Context: an optimization exercise on an open-source flow, tuned for small area, a short achievable clock period and few clock cycles. The choices shown serve that exercise and are no tape-out recipe.
Function was checked by simulation only, so behaviour that the tests miss may differ from the original.
No activity file was given, so power comes from the tool's default toggle rates.

==> inputs of 03-15 <==
==> flow/design.v <==
module rsdec (
    input  wire        clk,
    input  wire        rst,
    input  wire        in_valid,
    input  wire [7:0]  in_data,
    input  wire        in_last,
    output wire        in_ready,
    output wire        res_valid,
    input  wire        res_ready,
    output wire        res_fail,
    output wire [3:0]  res_nerr,
    output wire [79:0] res_pos,
    output wire [79:0] res_val
);
    localparam NSYM = 20;
    localparam T    = 10;
    function [7:0] gf_mul(input [7:0] a, input [7:0] b);
        integer k;
        reg [7:0] p, aa;
        begin
            p  = 8'h00;
            aa = a;
            for (k = 0; k < 8; k = k + 1) begin
                if (b[k]) p = p ^ aa;
                aa = aa[7] ? ((aa << 1) ^ 8'h1D) : (aa << 1);
            end
            gf_mul = p;
        end
    endfunction
    function [7:0] gf_pow(input integer e);
        integer k;
        reg [7:0] p;
        begin
            p = 8'h01;
            for (k = 0; k < e; k = k + 1)
                p = p[7] ? ((p << 1) ^ 8'h1D) : (p << 1);
            gf_pow = p;
        end
    endfunction
    function [3:0] m16(input [3:0] a, input [3:0] b);
        reg [6:0] p;
        integer i;
        begin
            p = 7'd0;
            for (i = 0; i < 4; i = i + 1) if (b[i]) p = p ^ ({3'd0, a} << i);
            for (i = 6; i > 3; i = i - 1) if (p[i]) p = p ^ (7'h13 << (i - 4));
            m16 = p[3:0];
        end
    endfunction
    function [3:0] i16(input [3:0] a);
        integer k;
        begin
            i16 = 4'd0;
            for (k = 1; k < 16; k = k + 1) if (m16(a, k) == 4'd1) i16 = k;
        end
    endfunction
    function [11:0] inv_a(input [7:0] x);
        reg [7:0] t;
        begin
            t[0] = x[0] ^ x[1] ^ x[2] ^ x[3] ^ x[4] ^ x[6] ^ x[7];
            t[1] = x[2] ^ x[3] ^ x[6] ^ x[7];
            t[2] = x[2] ^ x[4] ^ x[6];
            t[3] = x[3] ^ x[4] ^ x[5] ^ x[6];
            t[4] = x[4] ^ x[7];
            t[5] = x[1] ^ x[3] ^ x[4];
            t[6] = x[2] ^ x[5] ^ x[6];
            t[7] = x[5];
            inv_a = {t, m16(t[3:0], t[3:0]) ^ m16(t[3:0], t[7:4]) ^
                        m16(4'd8, m16(t[7:4], t[7:4]))};
        end
    endfunction
    function [7:0] inv_b(input [11:0] h);
        reg [7:0] u;
        reg [3:0] di;
        begin
            di = i16(h[3:0]);
            u  = {m16(h[11:8], di), m16(h[7:4] ^ h[11:8], di)};
            inv_b[0] = u[0] ^ u[2] ^ u[4] ^ u[5];
            inv_b[1] = u[1] ^ u[4] ^ u[5] ^ u[6] ^ u[7];
            inv_b[2] = u[1] ^ u[3] ^ u[4] ^ u[7];
            inv_b[3] = u[1] ^ u[2] ^ u[4];
            inv_b[4] = u[2] ^ u[6] ^ u[7];
            inv_b[5] = u[7];
            inv_b[6] = u[1] ^ u[3] ^ u[4] ^ u[6];
            inv_b[7] = u[2] ^ u[4] ^ u[6] ^ u[7];
        end
    endfunction
    integer k, j;
    reg        rdy;               
    reg        iv, il;            
    reg  [7:0] id;
    reg        a_first;           
    reg        a_full;            
    reg  [7:0] nb;                
    reg  [7:0] S [0:NSYM-1];      
    wire in_fire = in_valid & rdy;
    assign in_ready = rdy;
    reg st_idle;                  
    reg st_disc;                  
    reg st_upd;                   
    reg st_scale;                 
    reg st_omega;                 
    reg st_waitc;                 
    reg st_chien;                 
    reg st_fin1, st_fin2;         
    reg  [T:1] m_lam;             
    reg        m_bb;              
    reg        m_ring;            
    reg        m_one;             
    reg        m_step;            
    reg        m_binv;            
    reg        m_s0;              
    reg  [4:0] r;                 
    reg  [4:0] L;
    reg  [7:0] lam [1:T];         
    reg  [7:0] bb  [0:T-1];       
    reg  [7:0] d;                 
    reg  [7:0] f1, f2;            
    reg  [7:0] binv;              
    reg [11:0] ih;                
    reg        chg;               
    reg        chg1;              
    reg  [7:0] c;                 
    reg  [3:0] found;
    reg        lastr;             
    reg        root1, root2;
    reg        succ;
    reg        rv, rf;
    reg  [3:0] rn;
    reg  [7:0] rpos [0:T-1];
    reg  [7:0] rval [0:T-1];
    assign res_valid = rv;
    assign res_fail  = rf;
    assign res_nerr  = rn;
    genvar gi;
    generate
        for (gi = 0; gi < T; gi = gi + 1) begin : g_res
            assign res_pos[8*gi +: 8] = rpos[gi];
            assign res_val[8*gi +: 8] = rval[gi];
        end
    endgenerate
    wire [7:0] q = gf_mul(d, binv);
    reg  [7:0] mo [1:T];
    reg  [7:0] dsum;
    always @* begin
        dsum = m_s0 ? S[0] : 8'h00;
        for (j = 1; j <= T; j = j + 1) begin
            mo[j] = gf_mul((m_lam[j] ? lam[j] : 8'h00) | (m_bb ? bb[j-1] : 8'h00),
                           m_ring ? S[NSYM - j] :
                           m_step ? gf_pow((255 - (T - j)) % 255) :
                           m_one  ? 8'h01 :
                           m_binv ? binv : d);
            dsum = dsum ^ mo[j];
        end
    end
    reg [7:0] lsum, osum;
    always @* begin
        lsum = 8'h00;
        osum = 8'h00;
        for (j = 1; j <= T; j = j + 1) begin
            lsum = lsum ^ lam[j];
            if (j % 2 == 1) osum = osum ^ lam[j];
        end
    end
    wire       is_root = (lsum == 8'h01);
    wire [3:0] found_n = found + {3'd0, is_root};
    wire       c_stop  = (is_root & lastr) | (c == 8'd1);
    wire go_bm   = st_idle & a_full;
    wire r_last  = (r == NSYM - 1);
    wire o_last  = (r == T - 1);
    wire c_ok    = !rv;
    wire c_dir   = (c < NSYM) || (L > T) || (L == 5'd0);
    wire c_start = st_waitc & c_ok & ~c_dir;
    wire c_skip  = st_waitc & c_ok & c_dir;
    wire ns_disc  = st_upd & ~r_last;
    wire ns_scale = st_disc & chg1;
    wire ns_upd   = go_bm | (st_disc & ~chg1) | st_scale;
    wire ns_omega = (st_upd & r_last) | (st_omega & ~o_last);
    wire ns_waitc = (st_omega & o_last) | (st_waitc & ~c_ok);
    wire ns_chien = c_start | (st_chien & ~c_stop);
    wire ns_fin1  = st_chien & c_stop;
    wire ns_fin2  = st_fin1;
    wire ns_idle  = (st_idle & ~a_full) | c_skip | st_fin2;
    always @(posedge clk) begin
        iv <= in_fire & ~rst;
        id <= in_data;
        il <= in_last;
        if (rst)
            rdy <= 1'b1;
        else if (in_fire & in_last)
            rdy <= 1'b0;
        else if (st_omega & o_last)
            rdy <= 1'b1;
        if (rst) begin
            a_first <= 1'b1;
            a_full  <= 1'b0;
        end else begin
            if (iv) begin
                a_first <= il;
                if (il) a_full <= 1'b1;
            end
            if (st_omega & o_last) a_full <= 1'b0;
        end
        if (iv) begin
            for (k = 0; k < NSYM; k = k + 1)
                S[k] <= (a_first ? 8'h00 : gf_mul(S[k], gf_pow(k))) ^ id;
            nb <= a_first ? 8'd1 : nb + 8'd1;
        end else if (st_upd | st_omega) begin
            for (k = 0; k < NSYM; k = k + 1) S[k] <= S[(k + 1) % NSYM];
        end
        if (rst) begin
            st_idle  <= 1'b1;
            st_disc  <= 1'b0;
            st_upd   <= 1'b0;
            st_scale <= 1'b0;
            st_omega <= 1'b0;
            st_waitc <= 1'b0;
            st_chien <= 1'b0;
            st_fin1  <= 1'b0;
            st_fin2  <= 1'b0;
            m_lam    <= {T{1'b0}};
            m_bb     <= 1'b0;
            m_ring   <= 1'b0;
            m_one    <= 1'b0;
            m_step   <= 1'b0;
            m_binv   <= 1'b0;
            m_s0     <= 1'b1;
        end else begin
            st_idle  <= ns_idle;
            st_disc  <= ns_disc;
            st_upd   <= ns_upd;
            st_scale <= ns_scale;
            st_omega <= ns_omega;
            st_waitc <= ns_waitc;
            st_chien <= ns_chien;
            st_fin1  <= ns_fin1;
            st_fin2  <= ns_fin2;
            if (ns_disc)
                m_lam <= {T{1'b1}};
            else if (st_omega & ~o_last)
                m_lam <= {m_lam[T-1:1], 1'b1};
            else
                m_lam <= {T{1'b0}};
            m_bb   <= ns_upd | ns_scale | ns_chien | ns_waitc;
            m_binv <= ns_scale;
            m_ring <= ns_disc | ns_omega;
            m_one  <= ns_waitc;
            m_step <= ns_chien;
            m_s0   <= ns_idle | ns_disc | ns_omega;
        end
        f1 <= dsum;
        f2 <= f1;
        if (!st_scale) begin
            d   <= (st_chien | st_fin1) ? f2 : dsum;
            chg <= (dsum != 8'h00) && (st_idle || ({L, 1'b0} <= {1'b0, r}));
        end
        chg1 <= st_upd & chg;
        ih   <= inv_a(st_chien ? osum : d);
        if (st_idle)
            binv <= 8'h01;
        else if (chg1 | st_chien | st_fin1)
            binv <= inv_b(ih);
        for (k = 1; k <= T; k = k + 1) begin
            if (st_idle)
                lam[k] <= 8'h00;
            else if (st_upd)
                lam[k] <= lam[k] ^ mo[k];
            else if (st_chien)
                lam[k] <= gf_mul(lam[k], gf_pow(255 - k));
        end
        for (k = 0; k < T; k = k + 1) begin
            if (st_idle)
                bb[k] <= (k == 0) ? 8'h01 : 8'h00;
            else if (st_upd & chg)
                bb[k] <= (k == 0) ? 8'h01 : lam[k];
            else if (st_upd | st_omega)
                bb[k] <= (k == 0) ? (st_omega ? dsum : 8'h00) : bb[k-1];
            else if (st_chien | st_scale)
                bb[k] <= mo[k+1];
        end
        if (st_idle) begin
            L <= 5'd0;
            r <= 5'd0;
        end else if (st_upd) begin
            if (chg) L <= r + 5'd1 - L;
            r <= r_last ? 5'd0 : r + 5'd1;
        end else if (st_omega) begin
            r <= r + 5'd1;
        end
        if (go_bm)
            c <= nb;
        else if (st_chien | st_fin1)
            c <= c - 8'd1;
        if (st_waitc) begin
            found <= 4'd0;
            lastr <= (L == 5'd1);
        end else if (st_chien) begin
            found <= found_n;
            lastr <= ({1'b0, found_n} + 5'd1 == L);
        end
        root1 <= st_chien & is_root;
        root2 <= root1;
        if (st_chien) succ <= (found_n == L[3:0]);
        if ((st_waitc & c_ok) | (st_fin2 & ~succ)) begin
            for (k = 0; k < T; k = k + 1) begin
                rpos[k] <= 8'h00;
                rval[k] <= 8'h00;
            end
        end else if (root2) begin
            rpos[0] <= c + 8'd1;
            rval[0] <= q;
            for (k = 1; k < T; k = k + 1) begin
                rpos[k] <= rpos[k-1];
                rval[k] <= rval[k-1];
            end
        end
        if (rst) begin
            rv <= 1'b0;
        end else if (c_skip) begin
            rv <= 1'b1;
            rf <= (L != 5'd0) || (c < NSYM);
            rn <= 4'd0;
        end else if (st_fin2) begin
            rv <= 1'b1;
            rf <= ~succ;
            rn <= succ ? L[3:0] : 4'd0;
        end else if (res_ready) begin
            rv <= 1'b0;
        end
    end
endmodule
==> flow/flow/run.sh <==
#!/bin/bash
set -e
export SETUP_SLACK_MARGIN=12.8
bash standard.sh > standard_flow.log 2>&1
==> flow/standard.sh <==
#!/bin/bash
# synth_recipe.tcl (not shown) runs the flow's synth.tcl, then flattens the netlist and writes it again
# the make line also repeats each setting of config.mk as NAME=value (left out here)
make -C /OpenROAD-flow-scripts/flow DESIGN_CONFIG=/design/flow/config.mk WORK_HOME=/design/flow/orfs CLKGATE_MAP_FILE= SYNTH_SCRIPT=/design/flow/synth_recipe.tcl "${@:-finish}"
==> flow/config.mk <==
export PLATFORM = sky130hd
export DESIGN_NAME = rsdec
export DESIGN_NICKNAME = rsdec
export VERILOG_FILES = /design/flow/design.v
export SDC_FILE = /design/flow/constraint.sdc
export NUM_CORES = 4
export LEC_CHECK = 0
export CAP_MARGIN = 20
export CORE_MARGIN = 2
export CORE_UTILIZATION = 50
export PLACE_DENSITY = 0.65
export SLEW_MARGIN = 20
==> flow/constraint.sdc <==
create_clock -name core_clock -period 18.0 [get_ports {clk}]
set_input_delay 3.6000 -clock core_clock [delete_from_list [all_inputs] [get_ports {clk}]]
set_output_delay 3.6000 -clock core_clock [all_outputs]
set_load 0.01 [all_outputs]
==> 04-08: changes against 03-15 <==
--- a/flow/design.v
+++ b/flow/design.v
@@ -93,5 +93,9 @@
     reg        a_full;            
     reg  [7:0] nb;                
+    reg  [7:0] SA [0:NSYM-1];     
+    reg        b_full;            
+    reg  [7:0] nB;                
     reg  [7:0] S [0:NSYM-1];      
+    wire handoff = a_full & ~b_full;
     wire in_fire = in_valid & rdy;
     assign in_ready = rdy;
@@ -107,5 +111,4 @@
     reg        m_bb;              
     reg        m_ring;            
-    reg        m_one;             
     reg        m_step;            
     reg        m_binv;            
@@ -116,8 +119,10 @@
     reg  [7:0] bb  [0:T-1];       
     reg  [7:0] d;                 
-    reg  [7:0] f1, f2;            
+    reg  [7:0] f1;                
+    reg  [7:0] pos1, pos2;        
+    reg        skipA;             
     reg  [7:0] binv;              
     reg [11:0] ih;                
-    reg        chg;               
+    reg        le;                
     reg        chg1;              
     reg  [7:0] c;                 
@@ -149,22 +154,36 @@
                            m_ring ? S[NSYM - j] :
                            m_step ? gf_pow((255 - (T - j)) % 255) :
-                           m_one  ? 8'h01 :
                            m_binv ? binv : d);
             dsum = dsum ^ mo[j];
         end
     end
-    reg [7:0] lsum, osum;
+    reg [7:0] lamb [1:T];
+    reg [7:0] lsa, osa, lsb, osb, wsa;
     always @* begin
-        lsum = 8'h00;
-        osum = 8'h00;
+        lsa = 8'h00;
+        osa = 8'h00;
+        lsb = 8'h00;
+        osb = 8'h00;
+        wsa = 8'h00;
         for (j = 1; j <= T; j = j + 1) begin
-            lsum = lsum ^ lam[j];
-            if (j % 2 == 1) osum = osum ^ lam[j];
+            lamb[j] = gf_mul(lam[j], gf_pow(255 - j));
+            lsa = lsa ^ lam[j];
+            lsb = lsb ^ lamb[j];
+            if (j % 2 == 1) begin
+                osa = osa ^ lam[j];
+                osb = osb ^ lamb[j];
+            end
         end
+        for (j = 0; j < T; j = j + 1)
+            wsa = wsa ^ bb[j];
     end
-    wire       is_root = (lsum == 8'h01);
-    wire [3:0] found_n = found + {3'd0, is_root};
-    wire       c_stop  = (is_root & lastr) | (c == 8'd1);
-    wire go_bm   = st_idle & a_full;
+    wire       root_a  = (lsa == 8'h01) & ~skipA;
+    wire       root_b  = (lsb == 8'h01) & (c != 8'd1);
+    wire       c_dbl   = root_a & root_b & ~lastr;
+    wire       c_one   = root_a | root_b;
+    wire [3:0] found_n = found + {3'd0, c_one};
+    wire       c_stop  = (c_one & lastr) | (~c_dbl & (c <= 8'd2));
+    wire st_init = st_idle | st_fin2;
+    wire go_bm   = st_init & b_full;
     wire r_last  = (r == NSYM - 1);
     wire o_last  = (r == T - 1);
@@ -174,4 +193,5 @@
     wire c_skip  = st_waitc & c_ok & c_dir;
     wire ns_disc  = st_upd & ~r_last;
+    wire chg      = (d != 8'h00) & le;     
     wire ns_scale = st_disc & chg1;
     wire ns_upd   = go_bm | (st_disc & ~chg1) | st_scale;
@@ -181,5 +201,5 @@
     wire ns_fin1  = st_chien & c_stop;
     wire ns_fin2  = st_fin1;
-    wire ns_idle  = (st_idle & ~a_full) | c_skip | st_fin2;
+    wire ns_idle  = (st_init & ~b_full) | c_skip;
     always @(posedge clk) begin
         iv <= in_fire & ~rst;
@@ -188,22 +208,31 @@
         if (rst)
             rdy <= 1'b1;
-        else if (in_fire & in_last)
+        else if (in_fire & in_last & (a_full | b_full | (iv & il)))
             rdy <= 1'b0;
-        else if (st_omega & o_last)
+        else if (handoff & ~(iv & il))
             rdy <= 1'b1;
         if (rst) begin
             a_first <= 1'b1;
             a_full  <= 1'b0;
+            b_full  <= 1'b0;
         end else begin
-            if (iv) begin
-                a_first <= il;
-                if (il) a_full <= 1'b1;
-            end
-            if (st_omega & o_last) a_full <= 1'b0;
+            if (iv) a_first <= il;
+            if (iv & il)
+                a_full <= 1'b1;
+            else if (handoff)
+                a_full <= 1'b0;
+            if (handoff)
+                b_full <= 1'b1;
+            else if (st_omega & o_last)
+                b_full <= 1'b0;
         end
         if (iv) begin
             for (k = 0; k < NSYM; k = k + 1)
-                S[k] <= (a_first ? 8'h00 : gf_mul(S[k], gf_pow(k))) ^ id;
+                SA[k] <= (a_first ? 8'h00 : gf_mul(SA[k], gf_pow(k))) ^ id;
             nb <= a_first ? 8'd1 : nb + 8'd1;
+        end
+        if (handoff) begin
+            for (k = 0; k < NSYM; k = k + 1) S[k] <= SA[k];
+            nB <= nb;
         end else if (st_upd | st_omega) begin
             for (k = 0; k < NSYM; k = k + 1) S[k] <= S[(k + 1) % NSYM];
@@ -222,5 +251,4 @@
             m_bb     <= 1'b0;
             m_ring   <= 1'b0;
-            m_one    <= 1'b0;
             m_step   <= 1'b0;
             m_binv   <= 1'b0;
@@ -242,33 +270,33 @@
             else
                 m_lam <= {T{1'b0}};
-            m_bb   <= ns_upd | ns_scale | ns_chien | ns_waitc;
+            m_bb   <= ns_upd | ns_scale | ns_chien;
             m_binv <= ns_scale;
             m_ring <= ns_disc | ns_omega;
-            m_one  <= ns_waitc;
             m_step <= ns_chien;
-            m_s0   <= ns_idle | ns_disc | ns_omega;
+            m_s0   <= ns_idle | ns_fin2 | ns_disc | ns_omega;
         end
-        f1 <= dsum;
-        f2 <= f1;
+        f1   <= root_a ? wsa : dsum;
+        pos1 <= root_a ? c - 8'd1 : c - 8'd2;
+        pos2 <= pos1;
         if (!st_scale) begin
-            d   <= (st_chien | st_fin1) ? f2 : dsum;
-            chg <= (dsum != 8'h00) && (st_idle || ({L, 1'b0} <= {1'b0, r}));
+            d   <= (st_chien | st_fin1) ? f1 : dsum;
+            le  <= st_init || ({L, 1'b0} <= {1'b0, r});
         end
         chg1 <= st_upd & chg;
-        ih   <= inv_a(st_chien ? osum : d);
-        if (st_idle)
+        ih   <= inv_a(st_chien ? (root_a ? osa : osb) : d);
+        if (st_init)
             binv <= 8'h01;
         else if (chg1 | st_chien | st_fin1)
             binv <= inv_b(ih);
         for (k = 1; k <= T; k = k + 1) begin
-            if (st_idle)
+            if (st_init)
                 lam[k] <= 8'h00;
             else if (st_upd)
                 lam[k] <= lam[k] ^ mo[k];
-            else if (st_chien)
-                lam[k] <= gf_mul(lam[k], gf_pow(255 - k));
+            else if (st_chien & ~c_dbl)
+                lam[k] <= gf_mul(lamb[k], gf_pow(255 - k));
         end
         for (k = 0; k < T; k = k + 1) begin
-            if (st_idle)
+            if (st_init)
                 bb[k] <= (k == 0) ? 8'h01 : 8'h00;
             else if (st_upd & chg)
@@ -276,8 +304,10 @@
             else if (st_upd | st_omega)
                 bb[k] <= (k == 0) ? (st_omega ? dsum : 8'h00) : bb[k-1];
-            else if (st_chien | st_scale)
+            else if (st_scale)
                 bb[k] <= mo[k+1];
+            else if (st_chien & ~c_dbl)
+                bb[k] <= gf_mul(mo[k+1], gf_pow((255 - (T - 1 - k)) % 255));
         end
-        if (st_idle) begin
+        if (st_init) begin
             L <= 5'd0;
             r <= 5'd0;
@@ -289,15 +319,17 @@
         end
         if (go_bm)
-            c <= nb;
-        else if (st_chien | st_fin1)
-            c <= c - 8'd1;
+            c <= nB;
+        else if (st_chien & ~c_dbl)
+            c <= c - 8'd2;
         if (st_waitc) begin
             found <= 4'd0;
             lastr <= (L == 5'd1);
+            skipA <= 1'b0;
         end else if (st_chien) begin
             found <= found_n;
             lastr <= ({1'b0, found_n} + 5'd1 == L);
+            skipA <= c_dbl;
         end
-        root1 <= st_chien & is_root;
+        root1 <= st_chien & c_one;
         root2 <= root1;
         if (st_chien) succ <= (found_n == L[3:0]);
@@ -308,5 +340,5 @@
             end
         end else if (root2) begin
-            rpos[0] <= c + 8'd1;
+            rpos[0] <= pos2;
             rval[0] <= q;
             for (k = 1; k < T; k = k + 1) begin
@@ -315,17 +347,13 @@
             end
         end
-        if (rst) begin
+        if (rst)
             rv <= 1'b0;
-        end else if (c_skip) begin
-            rv <= 1'b1;
-            rf <= (L != 5'd0) || (c < NSYM);
-            rn <= 4'd0;
-        end else if (st_fin2) begin
+        else if (c_skip | st_fin2)
             rv <= 1'b1;
-            rf <= ~succ;
-            rn <= succ ? L[3:0] : 4'd0;
-        end else if (res_ready) begin
+        else if (res_ready)
             rv <= 1'b0;
-        end
+        rf <= (rf & ~(c_skip | st_fin2)) |
+              (c_skip & ((L != 5'd0) || (c < NSYM))) | (st_fin2 & ~succ);
+        rn <= (rn & {4{~(c_skip | st_fin2)}}) | ({4{st_fin2 & succ}} & L[3:0]);
     end
 endmodule
==> flow/flow/run.sh (replaced) <==
#!/bin/bash
set -e
export SETUP_SLACK_MARGIN=13.2
bash standard.sh > standard_flow.log 2>&1
- CORE_UTILIZATION: 50 -> 65
- PLACE_DENSITY: 0.65 -> 0.78
==> comparison <==
Clock skew: 04-08 is higher than 03-15 (0.015 ns).
In 04-08 the core utilization is higher than in 03-15, by 18 points.
Between 04-08 and 03-15, the lower non-clock buffer count is in 03-15 (gap 120).
Between 03-15 and 04-08, the lower via count is in 03-15 (gap 15%, measured against 04-08).
Of 04-08 and 03-15, 04-08 has the higher sequential power (gap about 22%, measured against 03-15).
Testbench counts of 03-15, summed over its fixed seeds: cycles 39,417.
Testbench counts of 04-08, summed over its fixed seeds: cycles 29,526.

separate check: timing with driven ports:
No port has a modelled driver above. Below, the same layouts with a new extraction and two added sets of constraints.
Step 1 sets driving cells, clkbuf_16 on the clock port and buf_2 on the other inputs (assumed; they add their load-dependent delay and slew).
Step 2 also shifts input and output timing later by t, the mid clock arrival at the registers, as if the neighbouring blocks saw the same clock.
a / b / c = ideal / step 1 / step 2; a / b = the first two.
run	t (ns)	setup WS [ns]	worst setup path at the end	slew at the worst register clock pin (ns)	pins driven straight from the clock port
03-15	0.703	12.842 / 12.774 / 12.348	input to register	0.07 / 0.07	1
04-08	0.770	13.108 / 13.108 / 12.791	input to register	0.08 / 0.08	1
After both steps setup and hold are still met in every run listed. For 03-15, which loses most, drivers alone change the setup slack by -0.068 ns; drivers and shift together by -0.494 ns.
